This design comes from an exercise in tuning for small area, a short achievable clock period and few clock cycles on the open sky130 flow, not from production work. In this exercise RTL edits were held to simulation tests only and were not proved equivalent to the original. Power is estimated from default activity; no workload was simulated.

## flow/design.v (module list and top-level ports; edited modules follow where they fit)
// module hash_engine: 572 lines
// module he_dd8: 25 lines
// module he_sqrt2: 19 lines
// module he_push: 258 lines
// module he_bmul: 539 lines
// module he_cmul: 1501 lines
// module he_conv: 131 lines
module hash_engine (
    input  wire        clk,
    input  wire        rst,
    input  wire        cmd_valid,
    output wire        cmd_ready,
    input  wire [15:0] cmd_word,
    output reg         rsp_valid,
    input  wire        rsp_ready,
    output reg  [2:0]  rsp_code,
    output reg  [63:0] rsp_data
);
  // ...
==> flow/run.sh <==
#!/bin/bash
# synth_recipe.tcl (not shown) runs the flow's synth.tcl, then flattens the netlist and writes it again
# the make line also repeats each setting of config.mk as NAME=value (left out here)
make -C /OpenROAD-flow-scripts/flow DESIGN_CONFIG=/design/flow/config.mk WORK_HOME=/design/flow/orfs CLKGATE_MAP_FILE= SYNTH_SCRIPT=/design/flow/synth_recipe.tcl finish
==> flow/config.mk <==
export PLATFORM = sky130hd
export DESIGN_NAME = hash_engine
export DESIGN_NICKNAME = hash_engine
export VERILOG_FILES = /design/flow/design.v
export SDC_FILE = /design/flow/constraint.sdc
export NUM_CORES = 8
export LEC_CHECK = 0
export ABC_AREA = 1
export ABC_CLOCK_PERIOD_IN_PS = 5000
export CAP_MARGIN = 20
export CORE_MARGIN = 2
export CORE_UTILIZATION = 45
export SLEW_MARGIN = 20
==> flow/constraint.sdc <==
create_clock -name core_clock -period 18.0 [get_ports {clk}]
set_input_delay 3.6000 -clock core_clock [delete_from_list [all_inputs] [get_ports {clk}]]
set_output_delay 3.6000 -clock core_clock [all_outputs]
set_load 0.01 [all_outputs]
==> summary.txt, run 1 <==
Status
  – Status: no timing/DRC/antenna violations

Global route
  – Largest net degree at the start of global routing: 98
  – Met1 usage: 43.5%
  – Vias in the first global route: 105000
  – Initial antenna violation count: 10
  – Busiest grt layer: met2

Setup path
  – CP cell instances: buf_4 > inv_2 > buf_4 > o21ai_0 > fa_1 > inv_1 > fa_1 > inv_1 > ha_1 > nand3_1 > nand3_1 > nand2_1 > nand2_1 > a21oi_1 > o21ai_0 > a21boi_0 > o21ai_0 > a21oi_1 > o21ai_0 > nand3_1 > nand2_1 > o21ai_0 > a21oi_1 > o21a_1
  – Top delay family on crit path: compound AO/OA/AOI/OAI gates
  – Top cell by count, worst path: o21ai_0
  – WP data arrival: 6960 ps
  – Startpoint types: flip-flop

Final layout
  – Commonest cells after routing, fill and taps aside: nand2_1 (3425), inv_1 (2467), nor2_1 (1323)
  – Final Cell Area: 133000 um2
  – Fraction of area in clock buffers and inverters: 4.22%

Die
  – Die H: 528 um

Routing
  – Metal2 WL: 182000 um
  – Remaining antenna violation count after routing: 0
  – Vias per Instance: 5.64

Clock tree
  – TritonCTS clock tree: done
  – Num CTS Buffers: 168
  – Number of H-tree levels: 4
  – Clk latency of the worst-skew pair: 870 ps
  – Post-CTS Setup Inserts: 0
  – Clk sink count: 1282

STA
  – Setup TNS: 0 ps
  – Hold_ws: 378 ps
  – Final-report max-slew violation count: 0

Placed design
  – RD Place Congestion: 0.992
  – HPWL Detailed: 327000 um

Power
  – Clock-net power: 0.00350 W
  – Comb pwr share: 64.1%

Logic synthesis
  – Yosys reg bits: 1282
Testbench counts, summed over its fixed seeds: cycles 5,823.
==> module hash_engine, before the edit <==
module hash_engine (
    input  wire        clk,
    input  wire        rst,
    input  wire        cmd_valid,
    output wire        cmd_ready,
    input  wire [15:0] cmd_word,
    output reg         rsp_valid,
    input  wire        rsp_ready,
    output reg  [2:0]  rsp_code,
    output reg  [63:0] rsp_data
);
    localparam [63:0] K_GOLD = 64'h9E3779B97F4A7C15;
    localparam [63:0] K_M1   = 64'hFF51AFD7ED558CCD;
    localparam [63:0] K_M2   = 64'hC4CEB9FE1A85EC53;
    reg [63:0] acc;
    reg [4:0]  dig;
    reg [19:0] ca, cb, cc;
    reg [22:0] scr;
    reg [63:0] mix;
    reg        act, dv, ovf, az;
    reg [2:0]  err;
    wire [63:0] stat_word = {57'd0, err, az, ovf, dv, act};
    function [13:0] pdec(input [15:0] w);
        reg [3:0] o;
        reg [7:0] g;
        reg z, b, nop, sta, pus, fin, rdb, rdr, srs;
        begin
            o = w[15:12];
            g = w[7:0];
            nop = o == 4'h0; sta = o == 4'h1; pus = o == 4'h2; fin = o == 4'h3;
            rdb = o == 4'h4; rdr = o == 4'h5; srs = o == 4'hF;
            z = nop | sta | fin | srs;
            b = pus | rdb | rdr;
            pdec[0] = nop; pdec[1] = sta; pdec[2] = pus; pdec[3] = fin;
            pdec[4] = rdb; pdec[5] = rdr; pdec[6] = srs;
            pdec[7] = (w[11:8] != 4'd0) | ~(z | b) | (z & (g != 8'd0));
            pdec[8] = (rdb & (g > 8'd16)) | (rdr & (g > 8'd7));
            pdec[9] = rdb | (rdr & (g != 8'd0) & (g != 8'd7));
            pdec[10] = g < 8'd10;
            pdec[11] = (g >= 8'd10) & (g < 8'd100);
            pdec[12] = g[2:0] == 3'd6;
            pdec[13] = g >= 8'd100;
        end
    endfunction
    reg        mv, sv, rdy;
    reg [15:0] mw, sw;
    reg [13:0] md;
    wire       exec;
    assign cmd_ready = rdy;
    wire take = cmd_valid & rdy;
    always @(posedge clk) begin
        if (rst) begin
            mv  <= 1'b0;
            sv  <= 1'b0;
            rdy <= 1'b1;
        end else if (~mv | exec) begin
            if (sv) begin
                mv  <= 1'b1;
                mw  <= sw;
                md  <= pdec(sw);
                sv  <= 1'b0;
                rdy <= 1'b1;
            end else begin
                mv <= take;
                if (take) begin
                    mw <= cmd_word;
                    md <= pdec(cmd_word);
                end
            end
        end else if (take) begin
            sv  <= 1'b1;
            sw  <= cmd_word;
            rdy <= 1'b0;
        end
    end
    wire [7:0] arg = mw[7:0];
    wire c_ill = md[7];
    wire c_phs = (md[2] | md[3]) & ~act;
    wire c_ix  = md[8];
    wire c_nv  = md[9] & ~dv;
    wire [2:0] code = c_ill ? 3'd1 : c_phs ? 3'd2 : c_ix ? 3'd3 : c_nv ? 3'd4 : 3'd0;
    wire cok = ~(c_ill | c_phs | c_ix | c_nv);
    wire is_mixrd = cok & md[5] & md[12];
    wire is_rdb   = cok & md[4];
    wire is_serrd = cok & md[5] & ~md[12];
    wire is_spec  = ~cok | is_mixrd | is_rdb | is_serrd;
    wire [1:0] kind = ~cok ? 2'd0 : is_mixrd ? 2'd1 : is_rdb ? 2'd2 : 2'd3;
    wire is_fin   = cok & md[3];
    wire is_srst  = cok & md[6];
    wire is_start = cok & md[1];
    wire is_push  = cok & md[2];
    reg  [2:0] fexec, fcommit;      
    wire       nf0 = fexec == fcommit;
    reg  [5:0] tc;                  
    reg  [1:0] gh, gt;
    reg  [2:0] gn;
    reg  [5:0] g_cnt  [0:3];        
    reg  [2:0] g_code [0:3];
    reg  [1:0] g_kind [0:3];
    reg  [4:0] g_sel  [0:3];
    reg  [2:0] g_rq   [0:3];        
    reg        barrier;
    wire gq_empty = gn == 3'd0;
    wire gq_full  = gn == 3'd4;
    wire a_free;
    wire can_exec = is_spec ? (~gq_full & (~is_serrd | (nf0 & gq_empty)))
                            : ((tc != 6'd63) & (~is_fin | a_free) & (~is_srst | (nf0 & gq_empty)));
    assign exec = mv & ~barrier & can_exec;
    wire [5:0] h_cnt  = g_cnt[gh];
    wire [1:0] h_kind = g_kind[gh];
    wire [4:0] h_sel  = g_sel[gh];
    wire       h_rdy  = (h_kind == 2'd0) | (h_kind == 2'd3) | (g_rq[gh] == fcommit);
    wire       out_free = ~rsp_valid | rsp_ready;
    wire       em_gz  = out_free & ~gq_empty & (h_cnt != 6'd0);
    wire       em_sp  = out_free & ~gq_empty & (h_cnt == 6'd0) & h_rdy;
    wire       em_tz  = out_free & gq_empty & (tc != 6'd0);
    function [7:0] hexdigit(input [3:0] v);
        hexdigit = (v < 4'd10) ? (8'h30 + {4'd0, v}) : (8'h57 + {4'd0, v});
    endfunction
    reg [63:0] rdr_value;
    always @(*) begin
        case (h_sel[2:0])
            3'd0: rdr_value = acc;
            3'd1: rdr_value = {59'd0, dig};
            3'd2: rdr_value = {44'd0, ca};
            3'd3: rdr_value = {44'd0, cb};
            3'd4: rdr_value = {44'd0, cc};
            3'd5: rdr_value = {41'd0, scr};
            3'd6: rdr_value = mix;
            default: rdr_value = stat_word;
        endcase
    end
    wire [3:0]  nib = mix[63 - 4 * h_sel[3:0] -: 4];
    wire [63:0] sp_data = (h_kind == 2'd0) ? 64'd0 :
                          (h_kind == 2'd1) ? mix :
                          (h_kind == 2'd2) ? (h_sel[4] ? 64'd0 : {56'd0, hexdigit(nib)}) :
                          rdr_value;
    wire [3:0] blk;
    genvar gi;
    generate
        for (gi = 0; gi < 4; gi = gi + 1) begin : g_blk
            wire [1:0] rel = gi[1:0] - gh;
            assign blk[gi] = ({1'b0, rel} < gn) & (g_kind[gi] == 2'd1 | g_kind[gi] == 2'd2) & (g_rq[gi] == fcommit);
        end
    endgenerate
    reg blk_r;
    always @(posedge clk) blk_r <= ~rst & (|blk);
    wire push_g = exec & is_spec;
    wire [5:0] tc_after = tc - {5'd0, em_tz};
    always @(posedge clk) begin
        if (rst) begin
            tc <= 6'd0; gh <= 2'd0; gt <= 2'd0; gn <= 3'd0;
            rsp_valid <= 1'b0;
            barrier <= 1'b0;
        end else begin
            if (em_gz | em_sp | em_tz) begin
                rsp_valid <= 1'b1;
                rsp_code  <= em_sp ? g_code[gh] : 3'd0;
                rsp_data  <= em_sp ? sp_data : 64'd0;
            end else if (rsp_ready) begin
                rsp_valid <= 1'b0;
            end
            if (em_gz) g_cnt[gh] <= h_cnt - 6'd1;
            if (em_sp) begin
                gh <= gh + 2'd1;
                if (h_kind == 2'd3) barrier <= 1'b0;
            end
            if (push_g) begin
                g_cnt[gt]  <= tc_after;
                g_code[gt] <= code;
                g_kind[gt] <= kind;
                g_sel[gt]  <= arg[4:0];
                g_rq[gt]   <= fexec;
                gt <= gt + 2'd1;
                tc <= 6'd0;
                if (is_serrd) barrier <= 1'b1;
            end else begin
                tc <= tc_after + {5'd0, exec};
            end
            gn <= gn + {2'd0, push_g} - {2'd0, em_sp};
        end
    end
    localparam [63:0] Q10 = 64'd1844674407370955161, Q100 = 64'd184467440737095516,
                      Q1000 = 64'd18446744073709551;
    wire [63:0] p_lo;
    he_push u_push (.acc(acc), .arg(arg), .m10(md[10]), .m100(md[11]), .m1k(md[13]), .lo(p_lo));
    wire ovf_push = md[10] & ((acc > Q10) | ((acc == Q10) & (arg >= 8'd6)))
                  | md[11] & ((acc > Q100) | ((acc == Q100) & (arg >= 8'd16)))
                  | md[13] & (acc > Q1000);
    localparam A_IDLE = 3'd0, A_RUN = 3'd1, A_D = 3'd2, A_F1 = 3'd3, A_F2 = 3'd4, A_F3 = 3'd5,
               A_DONE = 3'd6;
    reg [2:0]  a_st;
    reg [2:0]  a_cnt;
    reg [63:0] an;
    reg [76:0] bcd;
    reg [2:0]  a_div;
    reg [3:0]  a_e;
    reg [23:0] win;
    wire       ab_go;
    assign a_free = (a_st == A_IDLE) | ab_go;
    wire fin_go  = exec & is_fin;
    wire srst_go = exec & is_srst;
    wire [76:0] dd_out;
    he_dd8 u_dd (.bcd(bcd), .bits(an[63:56]), .out(dd_out));
    wire [19:0] dnz;
    genvar di;
    generate
        for (di = 0; di < 20; di = di + 1) begin : g_dnz
            if (di == 19) assign dnz[di] = bcd[76];
            else          assign dnz[di] = |bcd[4*di +: 4];
        end
    endgenerate
    reg [4:0] ndig;
    integer dk;
    always @(*) begin
        ndig = 5'd1;
        for (dk = 1; dk < 20; dk = dk + 1)
            if (dnz[dk]) ndig = dk[4:0] + 5'd1;
    end
    reg [2:0] n_div;
    reg [3:0] n_e;
    always @(*) begin
        case (ndig)
            5'd3: begin n_div = 3'd1; n_e = 4'd2; end
            5'd4: begin n_div = 3'd1; n_e = 4'd3; end
            5'd5: begin n_div = 3'd1; n_e = 4'd4; end
            5'd6: begin n_div = 3'd2; n_e = 4'd4; end
            5'd7: begin n_div = 3'd2; n_e = 4'd5; end
            5'd8: begin n_div = 3'd2; n_e = 4'd6; end
            5'd9: begin n_div = 3'd3; n_e = 4'd6; end
            5'd10: begin n_div = 3'd3; n_e = 4'd7; end
            5'd11: begin n_div = 3'd3; n_e = 4'd8; end
            5'd12: begin n_div = 3'd4; n_e = 4'd8; end
            5'd13: begin n_div = 3'd4; n_e = 4'd9; end
            5'd14: begin n_div = 3'd4; n_e = 4'd10; end
            5'd15: begin n_div = 3'd5; n_e = 4'd10; end
            5'd16: begin n_div = 3'd5; n_e = 4'd11; end
            5'd17: begin n_div = 3'd5; n_e = 4'd12; end
            5'd18: begin n_div = 3'd6; n_e = 4'd12; end
            5'd19: begin n_div = 3'd6; n_e = 4'd13; end
            5'd20: begin n_div = 3'd6; n_e = 4'd14; end
            default: begin n_div = 3'd0; n_e = 4'd1; end
        endcase
    end
    reg [23:0] fmask;
    always @(*) begin
        case (a_div)
            3'd0: fmask = 24'h000000;
            3'd1: fmask = 24'h00000F;
            3'd2: fmask = 24'h0000FF;
            3'd3: fmask = 24'h000FFF;
            3'd4: fmask = 24'h00FFFF;
            3'd5: fmask = 24'h0FFFFF;
            default: fmask = 24'hFFFFFF;
        endcase
    end
    wire [3:0]  w_off = (a_st == A_F1) ? {1'b0, a_div} : a_e;
    wire [79:0] w_sh  = {3'd0, bcd} >> {w_off, 2'b00};
    wire [19:0] conv;
    he_conv u_conv (.fv(win & fmask), .v(conv));
    always @(posedge clk) begin
        if (rst) begin
            a_st <= A_IDLE;
        end else begin
            case (a_st)
            A_RUN: begin
                bcd   <= dd_out;
                an    <= {an[55:0], an[63:56]};
                a_cnt <= a_cnt + 3'd1;
                if (a_cnt == 3'd7) a_st <= A_D;
            end
            A_D: begin
                a_div <= n_div;
                a_e   <= n_e;
                win   <= bcd[23:0];
                a_st  <= A_F1;
            end
            A_F1: begin
                win  <= w_sh[23:0];
                a_st <= A_F2;
            end
            A_F2: begin
                win  <= w_sh[23:0];
                a_st <= A_F3;
            end
            A_F3: a_st <= A_DONE;
            default: if (ab_go) a_st <= A_IDLE;
            endcase
            if (fin_go) begin
                an    <= acc;
                bcd   <= 77'd0;
                a_cnt <= 3'd0;
                a_st  <= A_RUN;
            end
        end
        if (rst | srst_go) begin
            dig <= 5'd0; ca <= 20'd0; cb <= 20'd0; cc <= 20'd0;
        end else begin
            if (a_st == A_D)  dig <= ndig;
            if (a_st == A_F1) cc  <= conv;
            if (a_st == A_F2) cb  <= conv;
            if (a_st == A_F3) ca  <= conv;
        end
    end
    localparam B1_IDLE = 3'd0, B1_MA = 3'd1, B1_MB = 3'd2, B1_CP = 3'd3, B1_AB = 3'd4;
    reg [2:0]  b1_st;
    reg [1:0]  b1_cnt;
    reg        b1_done;
    reg [63:0] bn1;
    reg [19:0] ap1;
    reg [2:0]  bq1;
    reg        dneg1;
    reg [43:0] r1, r2;
    reg [36:0] mxs;                 
    reg [20:0] myr;                 
    reg        minv;                
    wire       b12_go;
    reg        nb1, nb2;            
    wire       nmove = nb1 & (~nb2 | c_used_n);
    wire       c_used_n;
    assign ab_go = (a_st == A_DONE) & (b1_st == B1_IDLE) & ~b1_done & (~nb1 | nmove);
    function [2:0] q5(input [22:0] x, input [19:0] a);
        reg [22:0] m2, m4, m6, m8;
        begin
            m2 = {2'b0, a, 1'b0};
            m4 = {1'b0, a, 2'b0};
            m8 = {a, 3'b0};
            m6 = m2 + m4;
            q5 = (x >= m8) ? 3'd4 : (x >= m6) ? 3'd3 : (x >= m4) ? 3'd2 : (x >= m2) ? 3'd1 : 3'd0;
        end
    endfunction
    wire [19:0] ap1n = (ca == 20'd0) ? 20'd1 : ca;
    wire [43:0] mt_s, mt_c;
    he_bmul u_bmul (.mx(mxs), .my(myr[6:0]), .inv(minv), .r1(r1), .r2(r2), .s(mt_s), .c(mt_c));
    wire [43:0] dsum = r1 + r2;
    wire [43:0] dinc = ~r1 + 44'd1;
    always @(posedge clk) begin
        if (rst) begin
            b1_st <= B1_IDLE;
            b1_done <= 1'b0;
            nb1 <= 1'b0;
        end else begin
            case (b1_st)
            B1_MA, B1_MB: begin
                r1 <= mt_s; r2 <= mt_c;
                minv <= 1'b0;
                mxs <= {mxs[29:0], 7'd0};
                myr <= {7'd0, myr[20:7]};
                b1_cnt <= b1_cnt + 2'd1;
                if (b1_st == B1_MA && b1_cnt == 2'd0) bq1 <= q5({3'b0, cb}, ap1);
                if (b1_cnt == 2'd2) begin
                    b1_cnt <= 2'd0;
                    if (b1_st == B1_MA) begin
                        mxs <= {17'd0, cb};
                        myr <= {1'd0, cb};
                        minv <= 1'b1;
                        b1_st <= B1_MB;
                    end else begin
                        b1_st <= B1_CP;
                    end
                end
            end
            B1_CP: begin
                r1 <= dsum;
                dneg1 <= dsum[43];
                b1_st <= B1_AB;
            end
            B1_AB: begin
                if (dneg1) r1 <= dinc;
                b1_st <= B1_IDLE;
                b1_done <= 1'b1;
            end
            default: if (b12_go) b1_done <= 1'b0;
            endcase
            if (nmove) nb1 <= 1'b0;
            if (ab_go) begin
                mxs   <= {15'd0, ap1n, 2'b00};
                myr   <= {1'd0, cc};
                r1    <= 44'd0;
                r2    <= 44'd0;
                minv  <= 1'b0;
                b1_cnt <= 2'd0;
                nb1   <= 1'b1;
                bn1   <= an;
                ap1   <= ap1n;
                b1_st <= B1_MA;
            end
        end
    end
    localparam B2_IDLE = 2'd0, B2_SQ = 2'd1, B2_SC = 2'd2, B2_DONE = 2'd3;
    reg [1:0]  b2_st;
    reg [3:0]  b2_cnt;
    reg [63:0] bn2;
    reg [19:0] ap2;
    reg [2:0]  bq2;
    reg        dneg2;
    reg [43:0] sx;
    reg [22:0] srem;
    reg [20:0] sroot;
    wire       bc_go;
    wire       b2_free = (b2_st == B2_IDLE) | bc_go;
    assign b12_go = b1_done & b2_free;
    wire [22:0] sr_rem;
    wire [20:0] sr_root;
    wire [43:0] sr_x;
    he_sqrt2 u_sq (.x(sx), .rem(srem), .root(sroot), .x_o(sr_x), .rem_o(sr_rem), .root_o(sr_root));
    reg  [22:0] a6, rmb;            
    function [22:0] rmil(input [3:0] r);
        case (r)
            4'd0: rmil = 23'd0;
            4'd1: rmil = 23'd1000000;
            4'd2: rmil = 23'd2000000;
            4'd3: rmil = 23'd3000000;
            4'd4: rmil = 23'd4000000;
            4'd5: rmil = 23'd5000000;
            4'd6: rmil = 23'd6000000;
            4'd7: rmil = 23'd7000000;
            default: rmil = 23'd8000000;
        endcase
    endfunction
    wire [22:0] rt  = {2'b0, sroot};
    wire [2:0]  qq  = (rt >= {ap2, 3'b0}) ? 3'd4 : (rt >= a6) ? 3'd3 : (rt >= {1'b0, ap2, 2'b0}) ? 3'd2 :
                      (rt >= {2'b0, ap2, 1'b0}) ? 3'd1 : 3'd0;
    wire [2:0]  qd  = (qq >= bq2) ? (qq - bq2) : (bq2 - qq);
    wire [22:0] scr_n = dneg2 ? (rmb + rt) : (rmil({1'b0, bq2} + {1'b0, qq}) | {20'd0, qd});
    always @(posedge clk) begin
        if (rst | srst_go) scr <= 23'd0;
        else if (b2_st == B2_SC) scr <= scr_n;
        if (rst) begin
            b2_st <= B2_IDLE;
            nb2 <= 1'b0;
        end else begin
            case (b2_st)
            B2_SQ: begin
                sx    <= sr_x;
                srem  <= sr_rem;
                sroot <= sr_root;
                b2_cnt <= b2_cnt + 4'd1;
                if (b2_cnt == 4'd10) b2_st <= B2_SC;
            end
            B2_SC: b2_st <= B2_DONE;
            default: if (bc_go) b2_st <= B2_IDLE;
            endcase
            if (c_used_n) nb2 <= 1'b0;
            if (nmove) begin
                nb2 <= 1'b1;
                bn2 <= bn1;
            end
            if (b12_go) begin
                ap2   <= ap1;
                a6    <= {1'b0, ap1, 2'b0} + {2'b0, ap1, 1'b0};
                rmb   <= rmil(bq1);
                bq2   <= bq1;
                dneg2 <= dneg1;
                sx    <= {2'b00, r1[41:0]};
                srem  <= 23'd0;
                sroot <= 21'd0;
                b2_cnt <= 4'd0;
                b2_st <= B2_SQ;
            end
        end
    end
    localparam C_IDLE = 2'd0, C_RUN = 2'd1, C_ADD = 2'd2, C_CMT = 2'd3;
    reg [1:0]  c_st;
    reg [1:0]  c_ph;
    reg [1:0]  c_j;
    reg [63:0] mc;
    reg [63:0] as, ac;
    wire [63:0] psum = as + ac;
    wire [63:0] hx   = psum ^ (bn2 & {64{c_ph == 2'd0}});
    wire [63:0] xs   = hx ^ (hx >> 33);
    wire c_cmt_now = ((c_st == C_ADD) & (c_ph == 2'd2) | (c_st == C_CMT)) & ~blk_r;
    wire c_free = (c_st == C_IDLE) | c_cmt_now;
    assign bc_go = (b2_st == B2_DONE) & c_free & nb2;
    assign c_used_n = (c_st == C_ADD) & (c_ph == 2'd0);
    wire [24:0] scr_y = {1'b0, scr, 1'b0};
    wire [64:0] k1_y = {K_M1, 1'b0};
    wire [64:0] k2_y = {K_M2, 1'b0};
    function [16:0] ychunk(input [1:0] ph, input [1:0] j);
        case (ph)
            2'd0:    ychunk = j[0] ? {8'd0, scr_y[24:16]} : scr_y[16:0];
            2'd1:    ychunk = k1_y[16 * j +: 17];
            default: ychunk = k2_y[16 * j +: 17];
        endcase
    endfunction
    function [23:0] bdec(input [16:0] y);
        integer k;
        for (k = 0; k < 8; k = k + 1) begin
            bdec[3*k]   = y[2*k+1] ^ y[2*k];
            bdec[3*k+1] = (y[2*k+2] & ~y[2*k+1] & ~y[2*k]) | (~y[2*k+2] & y[2*k+1] & y[2*k]);
            bdec[3*k+2] = y[2*k+2];
        end
    endfunction
    reg  [23:0] bd;
    always @(posedge clk) begin
        case (c_st)
            C_RUN:   bd <= bdec(ychunk(c_ph, c_j + 2'd1));
            C_ADD:   bd <= bdec(ychunk((c_ph == 2'd2) ? 2'd0 : c_ph + 2'd1, 2'd0));
            default: bd <= bdec(ychunk(2'd0, 2'd0));
        endcase
    end
    wire [63:0] ct_s, ct_c;
    he_cmul u_cmul (.xm(mc), .bd(bd), .as(as), .ac(ac), .s(ct_s), .c(ct_c));
    wire last_chunk = (c_ph == 2'd0) ? c_j[0] : (c_j == 2'd3);
    always @(posedge clk) begin
        if (rst) begin
            c_st <= C_IDLE;
        end else begin
            case (c_st)
            C_RUN: begin
                c_j <= c_j + 2'd1;
                if (last_chunk) c_st <= C_ADD;
            end
            C_ADD: begin
                c_j <= 2'd0;
                c_ph <= c_ph + 2'd1;
                if (c_ph == 2'd2) c_st <= c_cmt_now ? C_IDLE : C_CMT;
                else c_st <= C_RUN;
            end
            default: if (c_cmt_now) c_st <= C_IDLE;
            endcase
            if (bc_go) begin
                c_ph <= 2'd0;
                c_j  <= 2'd0;
                c_st <= C_RUN;
            end
        end
    end
    always @(posedge clk) begin
        as <= (c_st == C_RUN) ? ct_s : 64'd0;
        ac <= (c_st == C_RUN) ? ct_c : 64'd0;
        case (c_st)
            C_RUN:   mc <= {mc[47:0], 16'd0};
            C_ADD:   mc <= ((c_ph == 2'd2) & ~blk_r) ? K_GOLD : xs;
            C_CMT:   if (~blk_r) mc <= K_GOLD;
            default: mc <= K_GOLD;
        endcase
    end
    always @(posedge clk) begin
        if (rst) begin
            acc <= 64'd0; mix <= 64'd0;
            act <= 1'b0; dv <= 1'b0; ovf <= 1'b0; az <= 1'b0; err <= 3'd0;
            fexec <= 4'd0; fcommit <= 4'd0;
        end else begin
            if (c_cmt_now) begin
                mix <= (c_st == C_CMT) ? mc : xs;
                fcommit <= fcommit + 4'd1;
            end
            if (exec) begin
                if (~cok) begin
                    if (err == 3'd0) err <= code;
                end
                if (is_start) begin
                    acc <= 64'd0; ovf <= 1'b0; act <= 1'b1;
                end
                if (is_push) begin
                    acc <= p_lo;
                    if (ovf_push) ovf <= 1'b1;
                end
                if (is_fin) begin
                    act <= 1'b0; dv <= 1'b1;
                    az  <= (acc < 64'd100);
                    fexec <= fexec + 4'd1;
                end
                if (is_srst) begin
                    acc <= 64'd0; mix <= 64'd0;
                    act <= 1'b0; dv <= 1'b0; ovf <= 1'b0; az <= 1'b0; err <= 3'd0;
                end
            end
        end
    end
endmodule
==> inputs of run 2 (changes only) <==
--- a/flow/design.v
+++ b/flow/design.v
@@ -92,24 +92,25 @@
     reg  [2:0] fexec, fcommit;      
     wire       nf0 = fexec == fcommit;
     reg  [5:0] tc;                  
-    reg  [1:0] gh, gt;
-    reg  [2:0] gn;
-    reg  [5:0] g_cnt  [0:3];        
-    reg  [2:0] g_code [0:3];
-    reg  [1:0] g_kind [0:3];
-    reg  [4:0] g_sel  [0:3];
-    reg  [2:0] g_rq   [0:3];        
+    localparam QB = 3, QN = 1 << QB;    
+    reg  [QB-1:0] gh, gt;
+    reg  [QB:0]   gn;
+    reg  [5:0] g_cnt  [0:QN-1];     
+    reg  [1:0] g_kind [0:QN-1];
+    reg  [4:0] g_pay  [0:QN-1];     
     reg        barrier;
-    wire gq_empty = gn == 3'd0;
-    wire gq_full  = gn == 3'd4;
+    wire gq_empty = gn == 0;
+    wire gq_full  = gn == QN;
     wire a_free;
-    wire can_exec = is_spec ? (~gq_full & (~is_serrd | (nf0 & gq_empty)))
-                            : ((tc != 6'd63) & (~is_fin | a_free) & (~is_srst | (nf0 & gq_empty)));
+    reg  fbv;                       
+    wire is_ser   = is_serrd | is_rdb;   
+    wire can_exec = is_spec ? (~gq_full & (~is_ser | (nf0 & gq_empty)))
+                            : ((tc != 6'd63) & (~is_fin | ~fbv | a_free) & (~is_srst | (nf0 & gq_empty)));
     assign exec = mv & ~barrier & can_exec;
     wire [5:0] h_cnt  = g_cnt[gh];
     wire [1:0] h_kind = g_kind[gh];
-    wire [4:0] h_sel  = g_sel[gh];
-    wire       h_rdy  = (h_kind == 2'd0) | (h_kind == 2'd3) | (g_rq[gh] == fcommit);
+    wire [4:0] h_sel  = g_pay[gh];
+    wire       h_rdy  = (h_kind != 2'd1) | (h_sel[2:0] == fcommit);
     wire       out_free = ~rsp_valid | rsp_ready;
     wire       em_gz  = out_free & ~gq_empty & (h_cnt != 6'd0);
     wire       em_sp  = out_free & ~gq_empty & (h_cnt == 6'd0) & h_rdy;
@@ -135,12 +136,12 @@
                           (h_kind == 2'd1) ? mix :
                           (h_kind == 2'd2) ? (h_sel[4] ? 64'd0 : {56'd0, hexdigit(nib)}) :
                           rdr_value;
-    wire [3:0] blk;
+    wire [QN-1:0] blk;
     genvar gi;
     generate
-        for (gi = 0; gi < 4; gi = gi + 1) begin : g_blk
-            wire [1:0] rel = gi[1:0] - gh;
-            assign blk[gi] = ({1'b0, rel} < gn) & (g_kind[gi] == 2'd1 | g_kind[gi] == 2'd2) & (g_rq[gi] == fcommit);
+        for (gi = 0; gi < QN; gi = gi + 1) begin : g_blk
+            wire [QB-1:0] rel = gi[QB-1:0] - gh;
+            assign blk[gi] = ({1'b0, rel} < gn) & (g_kind[gi] == 2'd1) & (g_pay[gi][2:0] == fcommit);
         end
     endgenerate
     reg blk_r;
@@ -149,35 +150,33 @@
     wire [5:0] tc_after = tc - {5'd0, em_tz};
     always @(posedge clk) begin
         if (rst) begin
-            tc <= 6'd0; gh <= 2'd0; gt <= 2'd0; gn <= 3'd0;
+            tc <= 6'd0; gh <= 0; gt <= 0; gn <= 0;
             rsp_valid <= 1'b0;
             barrier <= 1'b0;
         end else begin
             if (em_gz | em_sp | em_tz) begin
                 rsp_valid <= 1'b1;
-                rsp_code  <= em_sp ? g_code[gh] : 3'd0;
+                rsp_code  <= (em_sp & (h_kind == 2'd0)) ? h_sel[2:0] : 3'd0;
                 rsp_data  <= em_sp ? sp_data : 64'd0;
             end else if (rsp_ready) begin
                 rsp_valid <= 1'b0;
             end
             if (em_gz) g_cnt[gh] <= h_cnt - 6'd1;
             if (em_sp) begin
-                gh <= gh + 2'd1;
-                if (h_kind == 2'd3) barrier <= 1'b0;
+                gh <= gh + 1'b1;
+                if (h_kind[1]) barrier <= 1'b0;
             end
             if (push_g) begin
                 g_cnt[gt]  <= tc_after;
-                g_code[gt] <= code;
                 g_kind[gt] <= kind;
-                g_sel[gt]  <= arg[4:0];
-                g_rq[gt]   <= fexec;
-                gt <= gt + 2'd1;
+                g_pay[gt]  <= (kind == 2'd0) ? {2'b00, code} : (kind == 2'd1) ? {2'b00, fexec} : arg[4:0];
+                gt <= gt + 1'b1;
                 tc <= 6'd0;
-                if (is_serrd) barrier <= 1'b1;
+                if (is_ser) barrier <= 1'b1;
             end else begin
                 tc <= tc_after + {5'd0, exec};
             end
-            gn <= gn + {2'd0, push_g} - {2'd0, em_sp};
+            gn <= gn + push_g - em_sp;
         end
     end
     localparam [63:0] Q10 = 64'd1844674407370955161, Q100 = 64'd184467440737095516,
@@ -199,6 +198,8 @@
     wire       ab_go;
     assign a_free = (a_st == A_IDLE) | ab_go;
     wire fin_go  = exec & is_fin;
+    reg  [63:0] fb;
+    wire a_start = a_free & (fbv | fin_go);
     wire srst_go = exec & is_srst;
     wire [76:0] dd_out;
     he_dd8 u_dd (.bcd(bcd), .bits(an[63:56]), .out(dd_out));
@@ -261,6 +262,7 @@
     always @(posedge clk) begin
         if (rst) begin
             a_st <= A_IDLE;
+            fbv <= 1'b0;
         end else begin
             case (a_st)
             A_RUN: begin
@@ -286,8 +288,11 @@
             A_F3: a_st <= A_DONE;
             default: if (ab_go) a_st <= A_IDLE;
             endcase
-            if (fin_go) begin
-                an    <= acc;
+            if (fin_go & (fbv | ~a_free)) fb <= acc;
+            if (fin_go & (fbv | ~a_free)) fbv <= 1'b1;
+            else if (a_start) fbv <= 1'b0;
+            if (a_start) begin
+                an    <= fbv ? fb : acc;
                 bcd   <= 77'd0;
                 a_cnt <= 3'd0;
                 a_st  <= A_RUN;
==> run 2 against run 1 <==
  * Die area is 3.6% higher
  * Clock power is 1% higher
  * Critical path type unchanged
  * Wire length is 3.4% higher
  * Worst setup slack worse by 720 ps
  * Largest power group unchanged
  * Worst hold slack better by 33 ps
  * First-iteration DRC count is 6.0% higher
  * Still clean
  * Area after synthesis is 3.6% higher
==> summary.txt, run 2 <==
Setup path
  – WP data arrival: 7350 ps (+390 ps)
  – Critical path capture point: an[37]$_DFFE_PP_
  – Capture point of the worst reg-to-reg path: an[37]$_DFFE_PP_
  – Crit path buf inv count: 7
  – WP data required: 18460 ps
  – CP Launch Point: c_ph[1]$_SDFFCE_PP0P_
  – Worst reg2reg setup slack: 11120 ps
  – Worst-path fanout max: 66
  – Worst R2R Start: c_ph[1]$_SDFFCE_PP0P_
  – Critical path class: reg -> reg
  – Critical Path Stages: 19
  – Crit-path max cell delay: 890 ps
  – Startpoint types: flip-flop
  – R2R depth: 19
  – Setup crit end kind: flip-flop
  – CP max stage cell: a21oi_4
  – CP cell instances: inv_1 > ha_2 > buf_4 > a21boi_1 > nand2_1 > nand2_4 > nand2_1 > inv_2 > nand2_1 > nor2_1 > o21ai_1 > nand3_2 > nor2_2 > inv_2 > a21oi_4 > inv_2 > a21oi_4 > buf_4 > buf_4
  – Top delay family on crit path: buffers and inverters

Routing
  – Via Count: 115000
  – Routed len/inst: 21.9 um
  – Routed WL: 446000 um
  – Remaining antenna violation count after routing: 0 (unchanged)
  – DR DRC count: 0
  – Vias per Instance: 5.68 (+0.56%)
  – TritonRoute pass-1 iters: 9
  – 1st-iter DRT viols: 12900

STA
  – Final setup vio count: 0
  – Min Clock Period, post-route: 6880 ps
  – Relative slew slack: 7.18%
  – Actual slew at the worst max-slew pin: 1380 ps
  – Worst clock skew: 39.7 ps
  – RSZ-0062 raised after global routing: false
  – Final-report max-slew violation count: 0 (unchanged)
  – Setup TNS: 0 ps (unchanged)
  – Final Hold Fails: 0
  – Peak Freq: 0.145 GHz
  – Final period utilization: 38.2%
  – Hold_ws: 411 ps (+32.5 ps)

Final layout
  – Filler Cell Count: 27800
  – Nets@finish: 17900
  – Area of the multi-input gates: 78100 um2
  – Most common cell after layout, fill and taps aside: nand2_1
  – Final design utilization: 48.7%
  – Non-Filler Instances: 20300
  – Register Area: 37200 um2
  – Max reg flops: 77
  – Commonest cells after routing, fill and taps aside: nand2_1 (3567), inv_1 (2445), nor2_1 (1378)
  – Area delta synth->final: 7.71%
  – Fraction of layout instances using a drive strength above 1: 5.93%
  – Top reg by flops: bcd

Clock tree
  – Clk sink count: 1379 (+7.6%)
  – Number of H-tree levels: 4 (unchanged)
  – Post-CTS sizing: 0
  – Post-CTS Setup Inserts: 0 (unchanged)
  – TritonCTS clock tree: done
  – Clk Tree Root Cell: clkbuf_16
  – Post-CTS Hold Buffers: 0
  – Clk latency of the worst-skew pair: 880 ps (about the same)
  – Num CTS Buffers: 169 (+0.60%)
  – CTS max path bufs: 3
  – Reg clk slew, reported paths: 60 ps

Logic synthesis
  – Ys async rst share: 0%
  – Yosys warns: 3
  – Mux contribution to synthesized area: 0.0333%
  – Syn Area/Cell: 7.63 um2
  – Post-synth top area share: 22.5%
  – Synthesized-area fraction occupied by adder cells: 19.0%
  – Syn Std Cell Area: 128000 um2
  – Post-synth EDFFs: 959
  – Ranking of synthesized cells by area: edfxtp_1 (23%), fa_1 (13%), nand2_1 (10%), inv_1 (7.2%), dfxtp_1 (6.6%)
  – Seq/Total Area, Yosys: 29.1%
  – Largest family of logic cells by synthesized area: simple AND/OR/NAND/NOR gates
  – Syn Inst Count: 16700
  – Synth area leader: edfxtp_1
  – Yosys reg bits: 1379 (+7.6%)
  – XOR/XNOR Fraction of Synth Area: 5.68%
  – Syn Nets: 18200
  – Post-synthesis simple-gate area fraction: 20.9%
  – Count leader, synth: nand2_1
  – Netlist cell types: 76
  – Most common library cells after synthesis: nand2_1 (3571), inv_1 (2456), nor2_1 (1390), a21oi_1 (1005), edfxtp_1 (959)
  – Most used DFF post-synth: edfxtp_1
  – Compound-Gate Fraction of Synth Area: 15.3%

Power
  – Static Leak: 61.5 nW
  – Worst vdd ir: 0.000117 V
  – Power Density: 103 nW/um2

Die
  – Die H: 537 um (+1.8%)
  – Initial Util: 45.3%
  – Die width: 537 um
  – Die ar.: 288000 um2
  – I/O pin cnt: 89
  – FP Rows: 195
  – Core area: 282000 um2

Global route
  – Tot GR Track Use: 30.5%
  – Global-route wire length before repair: 675000 um
  – Vias in the first global route: 109000 (+3.7%)
  – Largest net degree at the start of global routing: 106 (+8.2%)
  – Initial antenna violation count: 21 (+11)
  – GRT overflow: 0

Placed design
  – Placed Instances: 20000
  – IO Port Bufs: 88
  – HPWL Detailed: 339000 um (+3.7%)
  – RD Place Congestion: 1.01 (+2.0%)

Min path
  – Hold WC Path Type: reg -> reg

Status
  – Status: no timing/DRC/antenna violations

Run
  – Total of max-cap violations: 0
==> run 2: routing by layer <==
metal | vias up | track usage, % | wire (um)
met2 | 5367 | 45.9 | 191000
met3 | 906 | 5.95 | 42700
met1 | 54700 | 42.4 | 190000
met5 | - | 0 | 46
met4 | 8 | 13.5 | 22200
li1 | 54400 | - | -
==> run 2: worst min path at each step <==
stage | cells past startpoint | from | slack, ps | end
2_1_floorplan | 0 | bn1[0]$_DFFE_PP_ | 400 | bn2[0]$_DFFE_PP_
3_3_place_gp | 0 | bn1[25]$_DFFE_PP_ | 400 | bn2[25]$_DFFE_PP_
3_5_place_dp | 0 | bn1[35]$_DFFE_PP_ | 400 | bn2[35]$_DFFE_PP_
4_1_cts | 0 | bn1[42]$_DFFE_PP_ | 410 | bn2[42]$_DFFE_PP_
5_1_grt | 0 | bn1[14]$_DFFE_PP_ | 420 | bn2[14]$_DFFE_PP_
6_report | 0 | bn1[5]$_DFFE_PP_ | 410 | bn2[5]$_DFFE_PP_
==> run 2: area by class of cell <==
cell class	instances	share of cell area (%)
flip-flops and latches	1379	27.0
inverters	2650	7.24
diodes	7	0.0127
repair buffers	232	1.42
multi-input cells	12000	56.8
well taps	3743	3.40
clock buffers	234	3.45
clock inverters	80	0.667
==> run 2: kinds of logic after synthesis <==
family,after synthesis
flip-flops,1379
XOR/XNOR,829
multiplexers,4
AND/OR/NAND/NOR,6382
adder cells (fa/ha/maj),1452
buffers and inverters,3346
AO/OA/AOI/OAI,3347
==> run 2: per-stage QoR <==
step | setup slack [ps] | power, W | area [um2]
3_3_place_gp | 11300 | 0.0105 | 132000
2_1_floorplan | 6170 | 0.00860 | 128000
6_report | 11120 | 0.0141 | 138000
5_1_grt | 10730 | 0.0152 | 138000
4_1_cts | 11210 | 0.0141 | 138000
3_5_place_dp | 11190 | 0.0105 | 132000
==> run 2: power breakdown <==
| part | internal [W] | total, W | switching [W] |
|---|---|---|---|
| clock | 0.00205 | 0.00355 | 0.00150 |
| combinational | 0.00263 | 0.00668 | 0.00405 |
| sequential | 0.00358 | 0.00388 | 0.000305 |
Testbench counts of run 2, summed over its fixed seeds: cycles 5,488.
==> module he_sqrt2, before the edit <==
module he_sqrt2 (input wire [43:0] x, input wire [22:0] rem, input wire [20:0] root,
                 output reg [43:0] x_o, output reg [22:0] rem_o, output reg [20:0] root_o);
    reg [24:0] t;
    integer k;
    always @(*) begin
        x_o = x; rem_o = rem; root_o = root;
        for (k = 0; k < 2; k = k + 1) begin
            t = {rem_o, x_o[43:42]} - {2'b0, root_o, 2'b01};
            if (!t[24]) begin
                rem_o  = t[22:0];
                root_o = {root_o[19:0], 1'b1};
            end else begin
                rem_o  = {rem_o[20:0], x_o[43:42]};
                root_o = {root_o[19:0], 1'b0};
            end
            x_o = {x_o[41:0], 2'b00};
        end
    end
endmodule
==> inputs of run 3 (changes only) <==
--- a/flow/design.v
+++ b/flow/design.v
@@ -105,7 +105,7 @@
     reg  fbv;                       
     wire is_ser   = is_serrd | is_rdb;   
     wire can_exec = is_spec ? (~gq_full & (~is_ser | (nf0 & gq_empty)))
-                            : ((tc != 6'd63) & (~is_fin | ~fbv | a_free) & (~is_srst | (nf0 & gq_empty)));
+                            : ((tc != 6'd63) & (~is_fin | ~fbv) & (~is_srst | (nf0 & gq_empty)));
     assign exec = mv & ~barrier & can_exec;
     wire [5:0] h_cnt  = g_cnt[gh];
     wire [1:0] h_kind = g_kind[gh];
@@ -113,7 +113,8 @@
     wire       h_rdy  = (h_kind != 2'd1) | (h_sel[2:0] == fcommit);
     wire       out_free = ~rsp_valid | rsp_ready;
     wire       em_gz  = out_free & ~gq_empty & (h_cnt != 6'd0);
-    wire       em_sp  = out_free & ~gq_empty & (h_cnt == 6'd0) & h_rdy;
+    wire       sp_pre = ~gq_empty & (h_cnt == 6'd0) & h_rdy;
+    wire       em_sp  = out_free & sp_pre;
     wire       em_tz  = out_free & gq_empty & (tc != 6'd0);
     function [7:0] hexdigit(input [3:0] v);
         hexdigit = (v < 4'd10) ? (8'h30 + {4'd0, v}) : (8'h57 + {4'd0, v});
@@ -157,7 +158,7 @@
             if (em_gz | em_sp | em_tz) begin
                 rsp_valid <= 1'b1;
                 rsp_code  <= (em_sp & (h_kind == 2'd0)) ? h_sel[2:0] : 3'd0;
-                rsp_data  <= em_sp ? sp_data : 64'd0;
+                rsp_data  <= sp_pre ? sp_data : 64'd0;
             end else if (rsp_ready) begin
                 rsp_valid <= 1'b0;
             end
@@ -199,7 +200,7 @@
     assign a_free = (a_st == A_IDLE) | ab_go;
     wire fin_go  = exec & is_fin;
     reg  [63:0] fb;
-    wire a_start = a_free & (fbv | fin_go);
+    wire a_start = a_free & fbv;
     wire srst_go = exec & is_srst;
     wire [76:0] dd_out;
     he_dd8 u_dd (.bcd(bcd), .bits(an[63:56]), .out(dd_out));
@@ -243,22 +244,21 @@
             default: begin n_div = 3'd0; n_e = 4'd1; end
         endcase
     end
-    reg [23:0] fmask;
-    always @(*) begin
-        case (a_div)
-            3'd0: fmask = 24'h000000;
-            3'd1: fmask = 24'h00000F;
-            3'd2: fmask = 24'h0000FF;
-            3'd3: fmask = 24'h000FFF;
-            3'd4: fmask = 24'h00FFFF;
-            3'd5: fmask = 24'h0FFFFF;
-            default: fmask = 24'hFFFFFF;
+    function [23:0] fmaskf(input [2:0] dv3);
+        case (dv3)
+            3'd0: fmaskf = 24'h000000;
+            3'd1: fmaskf = 24'h00000F;
+            3'd2: fmaskf = 24'h0000FF;
+            3'd3: fmaskf = 24'h000FFF;
+            3'd4: fmaskf = 24'h00FFFF;
+            3'd5: fmaskf = 24'h0FFFFF;
+            default: fmaskf = 24'hFFFFFF;
         endcase
-    end
+    endfunction
     wire [3:0]  w_off = (a_st == A_F1) ? {1'b0, a_div} : a_e;
     wire [79:0] w_sh  = {3'd0, bcd} >> {w_off, 2'b00};
     wire [19:0] conv;
-    he_conv u_conv (.fv(win & fmask), .v(conv));
+    he_conv u_conv (.fv(win), .v(conv));    
     always @(posedge clk) begin
         if (rst) begin
             a_st <= A_IDLE;
@@ -274,25 +274,25 @@
             A_D: begin
                 a_div <= n_div;
                 a_e   <= n_e;
-                win   <= bcd[23:0];
+                win   <= bcd[23:0] & fmaskf(n_div);
                 a_st  <= A_F1;
             end
             A_F1: begin
-                win  <= w_sh[23:0];
+                win  <= w_sh[23:0] & fmaskf(a_div);
                 a_st <= A_F2;
             end
             A_F2: begin
-                win  <= w_sh[23:0];
+                win  <= w_sh[23:0] & fmaskf(a_div);
                 a_st <= A_F3;
             end
             A_F3: a_st <= A_DONE;
             default: if (ab_go) a_st <= A_IDLE;
             endcase
-            if (fin_go & (fbv | ~a_free)) fb <= acc;
-            if (fin_go & (fbv | ~a_free)) fbv <= 1'b1;
+            if (fin_go) fb <= acc;
+            if (fin_go) fbv <= 1'b1;
             else if (a_start) fbv <= 1'b0;
             if (a_start) begin
-                an    <= fbv ? fb : acc;
+                an    <= fb;
                 bcd   <= 77'd0;
                 a_cnt <= 3'd0;
                 a_st  <= A_RUN;
@@ -601,23 +601,19 @@
     end
 endmodule
 module he_sqrt2 (input wire [43:0] x, input wire [22:0] rem, input wire [20:0] root,
-                 output reg [43:0] x_o, output reg [22:0] rem_o, output reg [20:0] root_o);
-    reg [24:0] t;
-    integer k;
-    always @(*) begin
-        x_o = x; rem_o = rem; root_o = root;
-        for (k = 0; k < 2; k = k + 1) begin
-            t = {rem_o, x_o[43:42]} - {2'b0, root_o, 2'b01};
-            if (!t[24]) begin
-                rem_o  = t[22:0];
-                root_o = {root_o[19:0], 1'b1};
-            end else begin
-                rem_o  = {rem_o[20:0], x_o[43:42]};
-                root_o = {root_o[19:0], 1'b0};
-            end
-            x_o = {x_o[41:0], 2'b00};
-        end
-    end
+                 output wire [43:0] x_o, output wire [22:0] rem_o, output wire [20:0] root_o);
+    wire [1:0]  p1 = x[43:42], p2 = x[41:40];
+    wire [27:0] a1  = {3'b0, rem, p1};
+    wire [27:0] a2  = {1'b0, rem, p1, p2};
+    wire [27:0] t1  = a1 - {5'b0, root, 2'b01};
+    wire [27:0] t20 = a2 - {4'b0, root, 3'b001};
+    wire [27:0] t21 = a2 - {3'b0, root, 4'b0100} - {4'b0, root, 3'b101};
+    wire        q1  = ~t1[27];
+    wire        q2  = q1 ? ~t21[27] : ~t20[27];
+    wire [23:0] k1  = {t1[21:0], p2};
+    assign rem_o  = q1 ? (q2 ? t21[22:0] : k1[22:0]) : (q2 ? t20[22:0] : a2[22:0]);
+    assign root_o = {root[18:0], q1, q2};
+    assign x_o    = {x[39:0], 4'b0000};
 endmodule
 module he_push (input wire [63:0] acc, input wire [7:0] arg, input wire m10, input wire m100, input wire m1k,
                 output wire [63:0] lo);
--- a/flow/config.mk
+++ b/flow/config.mk
@@ -9,5 +9,6 @@
 export ABC_CLOCK_PERIOD_IN_PS = 5000
 export CAP_MARGIN = 20
 export CORE_MARGIN = 2
-export CORE_UTILIZATION = 45
+export CORE_UTILIZATION = 60
+export PLACE_DENSITY = 0.75
 export SLEW_MARGIN = 20
==> run 3 against run 2 <==
  * Still clean on timing, DRC and antenna
  * Final area shrank 1.0%
  * Count of clock-buffer cells in the layout shrank 34
  * Non-clock buffer count shrank 15
  * Worst hold slack gained 5.8 ps
  * Global-route usage grew 8.8 points
==> summary.txt, run 3 <==
STA
  – Relative slew slack: 20.1% (+13 points)
  – Final setup vio count: 0 (unchanged)
  – Final period utilization: 34.1% (-4.1 points)
  – Setup TNS: 0 ps (unchanged)
  – Peak Freq: 0.163 GHz (+12%)
  – RSZ-0062 raised after global routing: false
  – Actual slew at the worst max-slew pin: 1200 ps (-182 ps)
  – Worst clock skew: 36.3 ps (-3.33 ps)
  – Final-report max-slew violation count: 0 (unchanged)
  – Hold_ws: 417 ps (+5.76 ps)
  – Min Clock Period, post-route: 6140 ps (-746 ps)
  – Final Hold Fails: 0 (unchanged)

Min path
  – Hold WC Path Type: reg -> reg
  – Hold Crit Start: bn1[2]$_DFFE_PP_

Routing
  – Routed len/inst: 22.3 um (+1.8%)
  – Remaining antenna violation count after routing: 0 (unchanged)
  – Vias per Instance: 6.05 (+6.5%)
  – TritonRoute pass-1 iters: 7 (-2)
  – 1st-iter DRT viols: 14100 (+9.6%)
  – Routed WL: 432000 um (-3.2%)
  – Via Count: 117000 (+1.3%)
  – DR DRC count: 0 (unchanged)

Global route
  – Global-route wire length before repair: 659000 um (-2.4%)
  – GRT overflow: 0 (unchanged)
  – Vias in the first global route: 112000 (+2.2%)
  – Initial antenna violation count: 8 (-62%)
  – Busiest grt layer: met2
  – Largest net degree at the start of global routing: 93 (-12%)
  – Tot GR Track Use: 39.3% (+8.8 points)
  – Met2 GRT Util: 61.7% (+16 points)
  – Met1 usage: 50.9% (+8.4 points)
  – Met3 global-route usage: 7.51% (+1.6 points)

Clock tree
  – CTS max path bufs: 3 (unchanged)
  – Post-CTS sizing: 0 (unchanged)
  – Clk sink count: 1379 (unchanged)
  – TritonCTS clock tree: done
  – Reg clk slew, reported paths: 60 ps (about the same)
  – Num CTS Buffers: 159 (-5.9%)
  – Clk latency of the worst-skew pair: 860 ps (-20 ps)
  – Post-CTS Setup Inserts: 0 (unchanged)
  – Post-CTS Hold Buffers: 0 (unchanged)
  – Number of H-tree levels: 4 (unchanged)
  – Clk Tree Root Cell: clkbuf_16

Logic synthesis
  – Netlist cell types: 76 (unchanged)
  – Ys async rst share: 0% (unchanged)
  – Yosys reg bits: 1379 (unchanged)
  – Most used DFF post-synth: edfxtp_1
  – Ranking of synthesized cells by area: edfxtp_1 (23%), fa_1 (13%), nand2_1 (11%), inv_1 (7.2%), dfxtp_1 (6.6%)
  – Count leader, synth: nand2_1
  – Syn Std Cell Area: 128000 um2 (about the same)
  – Syn Area/Cell: 7.66 um2 (+0.39%)
  – Synth area leader: edfxtp_1
  – Syn Nets: 18200 (-0.13%)
  – Seq/Total Area, Yosys: 29.1% (about the same)
  – Syn Inst Count: 16700 (-0.48%)
  – Post-synth EDFFs: 959 (unchanged)
  – Yosys warns: 2 (-1)
  – Most common library cells after synthesis: nand2_1 (3615), inv_1 (2463), nor2_1 (1333), a21oi_1 (1051), edfxtp_1 (959)
  – Post-synth top area share: 22.6% (about the same)

Die
  – Die ar.: 216000 um2 (-25%)
  – Die width: 465 um (-13%)
  – I/O pin cnt: 89 (unchanged)
  – FP Rows: 169 (-13%)
  – Core area: 212000 um2 (-25%)
  – Die H: 465 um (-13%)
  – Initial Util: 60.2% (+15 points)

Setup path
  – Worst-path fanout max: 63 (-4.5%)
  – Worst reg2reg setup slack: 11860 ps (+750 ps)
  – WP data arrival: 6780 ps (-570 ps)
  – Top delay family on crit path: buffers and inverters
  – Crit-path max cell delay: 990 ps (+100 ps)
  – WP data required: 18640 ps (+180 ps)
  – Setup crit end kind: flip-flop
  – Startpoint types: flip-flop
  – Top cell by count, worst path: nor2_1
  – CP max stage cell: dfxtp_1
  – Critical path class: reg -> reg
  – CP cell instances: inv_1 > nor2_1 > o21ai_0 > nand3_1 > nand2_2 > buf_4 > inv_1 > buf_4 > nor2_1 > o41ai_1 > nand3_1 > nor2_1 > clkinv_2 > a31oi_1
  – Crit path buf inv count: 5 (-2)

Placed design
  – HPWL Detailed: 327000 um (-3.5%)
  – IO Port Bufs: 88 (unchanged)
  – RD Place Congestion: 1.08 (+6.3%)

Final layout
  – Max reg flops: 77 (unchanged)
  – Nets@finish: 17900 (+0.0056%)
  – Commonest cells after routing, fill and taps aside: nand2_1 (3609), inv_1 (2454), nor2_1 (1324)
  – Top reg by flops: bcd
  – Fraction of layout instances using a drive strength above 1: 5.19% (-0.74 points)
  – Area delta synth->final: 6.68%
  – Most common cell after layout, fill and taps aside: nand2_1
  – Filler Cell Count: 18700 (-33%)

Power
  – Static Leak: 61.6 nW (+0.24%)
  – Power Density: 130 nW/um2 (+27%)
  – Worst vdd ir: 0.000411 V (+250%)

Run
  – Total of max-cap violations: 0 (unchanged)

Status
  – Status: no timing/DRC/antenna violations
-- run 3: routing by layer --
metal  vias to the layer above  part of all wire, %
met4                         8                  6.7
met1                     55000                   39
met2                      6425                   45
met5                         -                0.031
li1                      54300                    -
met3                      1325                   10
-- run 3: area by class of cell --
cell class	count	area (um2)	share of cell area, %
antenna	6	15.0	0.0110
clock buffer	200	4310	3.17
clock inverter	98	1090	0.803
inverter	2647	9940	7.30
multi-input combinational	12000	78200	57.4
sequential	1379	37200	27.3
tap	2821	3530	2.59
timing repair buffer	217	1850	1.36
-- run 3: logic make-up (layout without fill, tap and decap cells) --
kind of cell | after synthesis | count (layout) | synth area share (%)
muxes | 5 | 5 | 0.0412
adders and majority gates | 1509 | 1509 | 19.8
xor gates and xnor gates | 819 | 819 | 5.62
DFF | 1379 | 1379 | 29.1
and+or+nand+nor | 6285 | 6285 | 20.4
AOI/OAI and AO/OA | 3368 | 3368 | 15.3
buffers and inverters | 3294 | 3162 | 9.74
other | 0 | 6 | 0
-- run 3: stage by stage --
step,instances,area [um2],setup slack [ps],total power [W],utilization (%)
floorplan,16700,128000,6210,0.0113,-
global placement,19000,131000,11590,0.0139,61.7
detailed placement,19100,131000,11570,0.0141,61.7
CTS,19300,136000,12130,0.0176,64.3
global route,19300,136000,11560,0.0192,64.3
finish,19400,136000,11860,0.0178,64.3
-- run 3: final timing paths --
check        depth (start not counted)                          to
min reg2reg                          0            bn2[2]$_DFFE_PP_
max reg2reg                         14  rsp_data[51]$_SDFFCE_PP0P_
min                                  0            bn2[2]$_DFFE_PP_
max                                 14  rsp_data[51]$_SDFFCE_PP0P_
-- run 3: power by group --
| part | total, W | switching [W] | internal (W) |
|---|---|---|---|
| Sequential | 0.00419 | 0.000404 | 0.00379 |
| Clock | 0.00341 | 0.00150 | 0.00192 |
| Combinational | 0.0102 | 0.00637 | 0.00379 |
| Total | 0.0178 | 0.00827 | 0.00950 |
Testbench counts of run 3, summed over its fixed seeds: cycles 5,496.

==> port drivers added, routing unchanged <==
How much do the figures lean on ideal ports? The routed layouts below were timed once more, with nothing changed but the port constraints. Step 1 assumes that a clkbuf_16 drives the clock port and a buf_2 every other input. Step 2 times the ports against the registers' clock, not the clock port: input delays grow and output delays shrink by t, the midpoint of the rising clock arrivals with the driver on. Three values: ideal ports, drivers, drivers and shift; two values: the first two.
| run | t, ns | setup slack, ns | hold slack, ns | pins driven straight from the clock port |
|---|---|---|---|---|
| run 1 | 0.935 | 11.842 / 11.842 / 11.366 | 0.378 / 0.378 / 0.378 | 1 |
| run 2 | 0.962 | 11.117 / 11.117 / 11.117 | 0.411 / 0.411 / 0.411 | 1 |
| run 3 | 0.928 | 11.863 / 11.863 / 11.518 | 0.417 / 0.417 / 0.417 | 1 |
After both steps setup and hold are still met in every run listed. For run 1, which loses most, drivers alone change the setup slack by 0.000 ns; drivers and shift together by -0.476 ns.
